From an optimization exercise on the open Yosys and OpenROAD flow, aimed at small area, a short achievable clock period and few clock cycles; shortcuts taken in it are not production practice. Where RTL was checked, it was by simulation tests only, not by an equivalence proof against the original. Power and IR drop assume default switching activity.

## job 5851
// bayer_unpack
module bayer_unpack (
    input  wire        clk,
    input  wire        rst,             
    input  wire        start,
    input  wire [11:0] cfg_width,
    input  wire [11:0] cfg_height,
    input  wire [31:0] cfg_mode,
    input  wire [15:0] cfg_stride,
    input  wire [31:0] cfg_src_len,
    output wire [1:0]  state,
    output wire [3:0]  err,
    output wire [3:0]  errfield,
    output wire [12:0] row,
    output wire [31:0] fault_addr,
    output wire        src_req,
    output wire [31:0] src_addr,
    input  wire        src_gnt,
    input  wire        src_rvalid,
    input  wire [7:0]  src_rdata,
    output wire        dst_we,
    output wire [25:0] dst_addr,
    output wire [7:0]  dst_wdata,
    input  wire        dst_ready
);
Settings: LEC_CHECK=0, CAP_MARGIN=20, CORE_MARGIN=2, CORE_UTILIZATION=65, CTS_BUF_LIST=sky130_fd_sc_hd__clkbuf_8, CTS_CLUSTER_DIAMETER=60, CTS_CLUSTER_SIZE=14, SETUP_SLACK_MARGIN=4.5, SLEW_MARGIN=20; clock period 8.0 ns.
standard.sh (not shown) runs the stock make flow with config.mk's settings and CLKGATE_MAP_FILE= SYNTH_SCRIPT=/design/flow/synth_recipe.tcl, a recipe that flattens the netlist after the stock synthesis.
==> flow/flow/run.sh <==
#!/bin/bash
# The standard layout (standard.sh: the standard flow's synthesis and ORFS flow), with
# one change: the buffers that ORFS puts on every input and output port are
# made from the smallest buffer cell instead of the default choice.
set -e
export BUFFER_PORTS_ARGS="-buffer_cell sky130_fd_sc_hd__buf_1"
bash standard.sh > standard.log 2>&1
Testbench counts of job 5851, summed over its fixed seeds: cycles 45,271.
## Diff of input files: job 4823 against job 5851
- putting TNS_END_PERCENT at 10 where nothing was set
Results
Synthesis-to-finish area growth in job 4823 is 0.33 points lower than in job 5851. Diff job 4823..job 5851 | total die area | unchanged. Job 4823 -> job 5851: combined flip-flop and latch cell area delta 0, exact match. A launching instance or port of the critical path of sl_q[10] is what job 5851 shows, while snz_q belongs to job 4823.
Changes in job 8252 relative to job 4823:
- swapping 65 for 55 in CORE_UTILIZATION
- clearing TNS_END_PERCENT, which used to be 10
--- outcome ---
Job 8252 against job 4823: total standard cell area after synthesis closely matched the old numbers; number of non-filler instances in the completed layout now sits higher; clock power moved up; setup slack -0.031 ns; slew at the pin closest to its max-slew limit moved up. Diff job 4823..job 8252 | total grt overflow | unchanged. Job 4823 went all the way through synthesis, placement and routing and the layout is clean on timing, DRC and antenna. The final layout from job 8252, which completed every stage, passed the timing, DRC and antenna checks at the end of the flow. Proportion of cell area occupied by multi-input gates in job 8252 is 0.40 points below job 4823. Between job 8252 and job 4823, it is job 8252 whose switching part of the total is higher, by 0.33 points. Taking job 4823 as the reference point, the layout overhead on the synthesized area of job 8252 rises by 1.6 points. Compared with job 4823, job 8252 shows a lower logic gate share of total power.
## Diff of input files: job 8623 against job 8252
- SETUP_SLACK_MARGIN changed from 4.5 to 4.75
Notes after the runs:
Power in the clock group is lower on job 8252
Overall via count from detail_route went up slightly going from job 8252 to job 8623.
Non-filler instance count after layout up 0.96% in job 8623 wrt job 8252
Job 8623 and job 8252 ended up with roughly the same multi-input combinational area share.


Another version of the RTL of bayer_unpack (not shown whole).
Size in the first run: roughly 230 flip-flops, ~240 I/O pins.
clock: 8.0 ns
lec_check: 0
cap_margin: 20
core_margin: 2
core_utilization: 40
setup_slack_margin: 4.5
slew_margin: 20
run.sh (not shown) runs the stock make flow with config.mk's settings and CLKGATE_MAP_FILE= SYNTH_SCRIPT=/design/flow/synth_recipe.tcl, a recipe that flattens the netlist after the stock synthesis.
Stock flow here: none of the scripts above is used.
The first run completed without violations.
Rerun with:
Settings changed: SETUP_SLACK_MARGIN 4.5 to 3.
- The new run finished clean
- global-route usage came out lower by 1.6 points
- via count falls by 3.1%
- synthesized cell count is unchanged
- first-iteration DRC count is higher by 31%
- fmax decreases by 3.2%
Function was not checked in any run of this note: the RTL went through the layout flow alone.


== v50 ==
bayer_unpack, a different RTL version from the one above (not shown whole).
Size: roughly 240 flip-flops, about 16000 um2 of cells after synthesis.
## bayer_unpack
module bayer_unpack (
    input  wire        clk,
    input  wire        rst,             
    input  wire        start,
    input  wire [11:0] cfg_width,
    input  wire [11:0] cfg_height,
    input  wire [31:0] cfg_mode,
    input  wire [15:0] cfg_stride,
    input  wire [31:0] cfg_src_len,
    output wire [1:0]  state,
    output wire [3:0]  err,
    output wire [3:0]  errfield,
    output wire [12:0] row,
    output wire [31:0] fault_addr,
    output wire        src_req,
    output wire [31:0] src_addr,
    input  wire        src_gnt,
    input  wire        src_rvalid,
    input  wire [7:0]  src_rdata,
    output wire        dst_we,
    output wire [25:0] dst_addr,
    output wire [7:0]  dst_wdata,
    input  wire        dst_ready
);
make LEC_CHECK=0 CAP_MARGIN=20 CORE_MARGIN=2 CORE_UTILIZATION=55 CTS_BUF_LIST=sky130_fd_sc_hd__clkbuf_8 SETUP_SLACK_MARGIN=4 SLEW_MARGIN=20 finish   # period 8.0 ns
Testbench counts of v50, summed over its fixed seeds: cycles 45,817.
#### Input delta (v54 over v50)
- CTS_BUF_LIST: sky130_fd_sc_hd__clkbuf_8 -> sky130_fd_sc_hd__clkbuf_4 sky130_fd_sc_hd__clkbuf_8
- CORE_UTILIZATION: 55 -> 65
## What came out
- Status | v54 and v50 | clean
- v54 vs. v50: number of fill cells in the layout saw a decrease, internal power summed over all cells saw an increase, routed length on met2 saw an increase, worst hold margin saw little to no change, inverter count saw little to no change.
- Compared with v50, in v54 global placement routability congestion went down by 1.0%, post-synth design cell area was more or less identical, minimum period implied by the final worst setup slack went up by 44 ps.
- Delta (v54 minus v50): count of clock-buffer cells in the layout went up 12; signed area change from the synthesized netlist to the final layout barely changed.
The inputs of v43 differ from those of v54 as listed below.
- a change of CORE_UTILIZATION from 65 to 55
- a change of SETUP_SLACK_MARGIN from 4 to 3.5
- a change of CTS_BUF_LIST from sky130_fd_sc_hd__clkbuf_4 sky130_fd_sc_hd__clkbuf_8 to sky130_fd_sc_hd__clkbuf_8
Notes after the runs:
v43 | status: complete | timing, DRC, antenna: pass. Measured against each other, v43 and v54 differ in worst path setup slack after routing, the higher figure coming from v54. Side by side, cell count turned out higher in v43 than in v54. Delta (v43 minus v54): critical path depth now smaller, count of buffers added by post-CTS timing repair for setup dropped 21, pin slew with the least headroom to its limit has increased, via count has decreased, clock network fraction of design power comparable.
Input changes introduced in v46 (baseline for comparison: v43):
- CTS_BUF_LIST removed (was sky130_fd_sc_hd__clkbuf_8)
- CORE_UTILIZATION changed from 55 to 40
- SETUP_SLACK_MARGIN changed from 3.5 to 3
==> summary.txt <==
In summary, v43 completed successfully, with a layout that passed the timing, DRC and antenna checks.
Per the final summary, v46 finished and its layout is clean on timing, DRC and antenna.
When v46 is set beside v43, its met1 wire length turns out to be 11% larger.
Combinational power sits higher in v46 than in v43.
Looking at fraction of area in multi-input gates, v46 sits 0.82 points lower than v43 does.
Against v43, v46 reports a cell area that is higher.
In v46, the total iterations of the first detailed-routing run came out 2 above the value in v43.
v46: relative area of clock buffers and inverters in the final design is 0.87 points higher than what v43 reported.
v43 → v46: post-route clock period utilization now sits higher, overall power consumption higher.
Relative to v43, routing usage on met1 has gone down in v46.


Another version of the RTL of bayer_unpack (not shown whole).
Size: ~1700 cells after synthesis, roughly 240 flip-flops, ~240 I/O pins, about 0.016 mm2 of cells after synthesis.
==> flow/config.mk <==
export PLATFORM = sky130hd
export DESIGN_NAME = bayer_unpack
export DESIGN_NICKNAME = bayer_unpack
export VERILOG_FILES = /design/flow/design.v
export SDC_FILE = /design/flow/constraint.sdc
export NUM_CORES = 4
export LEC_CHECK = 0
export CAP_MARGIN = 20
export CORE_MARGIN = 2
export CORE_UTILIZATION = 55
export CTS_BUF_LIST = sky130_fd_sc_hd__clkbuf_8
export SETUP_SLACK_MARGIN = 4
export SLEW_MARGIN = 20
==> flow/constraint.sdc <==
create_clock -name core_clock -period 8.0 [get_ports {clk}]
set_input_delay 1.6000 -clock core_clock [delete_from_list [all_inputs] [get_ports {clk}]]
set_output_delay 1.6000 -clock core_clock [all_outputs]
set_load 0.01 [all_outputs]
Testbench counts at the start, summed over its fixed seeds: cycles 45,207.
Edit:
==> flow/flow/run.sh (new file) <==
#!/bin/bash
# The standard layout (standard.sh: the standard flow's synthesis and ORFS flow), with
# one change: the buffers that ORFS puts on every input and output port are
# made from the smallest buffer cell instead of the default choice.
set -e
export BUFFER_PORTS_ARGS="-buffer_cell sky130_fd_sc_hd__buf_1"
bash standard.sh > standard.log 2>&1
==> flow/standard.sh (new file) <==
#!/bin/bash
# synth_recipe.tcl (not shown) runs the flow's synth.tcl, then flattens the netlist and writes it again
# the make line also repeats each setting of config.mk as NAME=value (left out here)
make -C /OpenROAD-flow-scripts/flow DESIGN_CONFIG=/design/flow/config.mk WORK_HOME=/design/flow/orfs CLKGATE_MAP_FILE= SYNTH_SCRIPT=/design/flow/synth_recipe.tcl "${@:-finish}"
Settings changed: CTS_CLUSTER_DIAMETER set to 60, CTS_CLUSTER_SIZE set to 14.
removed: flow/run.sh
Effect: The changed run finished clean; synthesized cell count does not change; cell count goes down by 0.76%; power goes down by 7.1%; worst setup slack gets better by 0.039 ns; register-to-register slack barely changes.


== wip/yarrow ==
bayer_unpack, a different RTL version from the one above (not shown whole).
Size: roughly 1700 cells after synthesis, about 250 flip-flops, roughly 240 I/O pins.
clock: 8.0 ns
lec_check: 0
cap_margin: 20
core_margin: 2
core_utilization: 55
cts_buf_list: sky130_fd_sc_hd__clkbuf_8
cts_cluster_diameter: 60
cts_cluster_size: 14
setup_slack_margin: 4.5
slew_margin: 20
tns_end_percent: 10
standard.sh (not shown) runs the stock make flow with config.mk's settings and CLKGATE_MAP_FILE= SYNTH_SCRIPT=/design/flow/synth_recipe.tcl, a recipe that flattens the netlist after the stock synthesis.
==> flow/flow/run.sh <==
#!/bin/bash
# The standard layout (standard.sh: the standard flow's synthesis and ORFS flow), with
# one change: the buffers that ORFS puts on every input and output port are
# made from the smallest buffer cell instead of the default choice.
set -e
export BUFFER_PORTS_ARGS="-buffer_cell sky130_fd_sc_hd__buf_1"
bash standard.sh > standard.log 2>&1
Testbench counts of wip/yarrow, summed over its fixed seeds: cycles 45,207.
The inputs of wip/indigo differ from those of wip/yarrow as listed below.
Settings: changing SETUP_SLACK_MARGIN from 4.5 to 4; removing TNS_END_PERCENT (formerly 10).
### Flow results
Compared with wip/yarrow, wip/indigo ends up with a smaller final cell area.
Number of enable flip-flop cells after synthesis delta (wip/indigo -> wip/yarrow): insignificant
Share of total power in the clock network on wip/indigo is up relative to wip/yarrow.
NOTE via count of the first global-routing pass wip/yarrow->wip/indigo decreased by a few percent
For wip/pepper, these inputs were changed with respect to wip/indigo:
Settings: changing SETUP_SLACK_MARGIN from 4 to 4.5; changing CORE_UTILIZATION from 55 to 65.
Notes after the runs:
In wip/pepper the switching share of total power turned out 1.9 points higher than in wip/indigo. Going from wip/indigo to wip/pepper, critical path depth saw little to no change, hold path depth ~0 delta, cell count has decreased. Summary of wip/pepper over wip/indigo: sequential share of layout area lower, total of fill cells in the finished design now smaller, worst slew margin relative to its limit grew by 16 points, share of final-layout standard cells stronger than drive strength 1 higher.
Input-level comparison between wip/quartz and wip/pepper:
Settings: TNS_END_PERCENT: unset -> 10.
Notes after the runs:
- Worst-case vdd ir drop: wip/quartz higher than wip/pepper
- Between wip/quartz and wip/pepper, the difference in number of global-route vias before repair is negligible.
- In the tables for wip/quartz and wip/pepper, final worst setup slack reads lower with wip/quartz.
Input-level comparison between wip/harbor and wip/quartz:
Settings: removing TNS_END_PERCENT (formerly 10); changing CORE_UTILIZATION from 65 to 55.
### Flow results
- Changes observed in wip/harbor relative to wip/quartz: post-route fraction of the period consumed by the critical path now sits lower, met3 wire length now sits lower.
- wip/harbor gives more combinational share of power than wip/quartz did.

-- port drivers added, routing unchanged --
The results above use ideal ports. As a check the final layouts listed here were re-extracted and re-timed, cells and wires unchanged.
Step 1: set_driving_cell puts a clkbuf_16 on clk and a buf_2 on each other input, an assumption about the parent block.
Step 2 adds t to the input delays and takes it off the output delays; t is the mean of the earliest and latest rising clock arrival at the registers after step 1. Input paths then give back, and output paths get back, about the clock's delay inside the block.
Slacks: ideal / step 1 / step 2; pairs: ideal / step 1.
run | shift t [ns] | setup slack, ns | worst hold slack (ns) | worst setup path after step 2 | worst data-port slew with drivers (ns)
job 5851 | 0.621 | 4.517 / 4.517 / 3.991 | 0.490 / 0.490 / 0.490 | input to register | 0.06
job 4823 | 0.617 | 4.478 / 4.478 / 3.962 | 0.474 / 0.474 / 0.474 | input to register | 0.06
job 8252 | 0.655 | 4.447 / 4.447 / 4.046 | 0.485 / 0.485 / 0.485 | input to register | 0.06
job 8623 | 0.641 | 4.439 / 4.439 / 4.229 | 0.483 / 0.483 / 0.483 | input to register | 0.07
the first run of note 2 | 0.601 | 3.279 / 3.279 / 3.279 | 0.470 / 0.470 / 0.470 | register to register | 0.07
the second run of note 2 | 0.607 | 3.124 / 3.124 / 2.954 | 0.464 / 0.464 / 0.464 | input to register | 0.06
v50 | 0.615 | 4.091 / 4.061 / 3.507 | 0.505 / 0.505 / 0.505 | input to register | 0.09
v54 | 0.605 | 4.048 / 4.044 / 3.511 | 0.503 / 0.503 / 0.503 | input to register | 0.07
v43 | 0.596 | 3.634 / 3.586 / 3.273 | 0.506 / 0.506 / 0.506 | input to register | 0.07
v46 | 0.611 | 3.384 / 3.384 / 2.950 | 0.500 / 0.500 / 0.500 | input to register | 0.08
the first run of note 4 | 0.588 | 4.090 / 4.047 / 3.524 | 0.495 / 0.495 / 0.495 | input to register | 0.07
the second run of note 4 | 0.641 | 4.129 / 4.092 / 3.518 | 0.480 / 0.480 / 0.480 | input to register | 0.04
wip/yarrow | 0.629 | 4.335 / 4.335 / 4.036 | 0.496 / 0.496 / 0.496 | input to register | 0.06
wip/indigo | 0.624 | 4.160 / 4.134 / 3.705 | 0.489 / 0.489 / 0.489 | input to register | 0.04
wip/pepper | 0.609 | 4.306 / 4.306 / 4.125 | 0.484 / 0.484 / 0.484 | input to register | 0.05
wip/quartz | 0.613 | 4.281 / 4.252 / 3.834 | 0.479 / 0.479 / 0.479 | input to register | 0.05
wip/harbor | 0.622 | 4.441 / 4.393 / 4.029 | 0.478 / 0.478 / 0.478 | input to register | 0.05
After both steps every run listed still meets setup and hold. The setup slack of the second run of note 4, which loses most, moves by -0.037 ns with the drivers and by -0.611 ns with both steps.
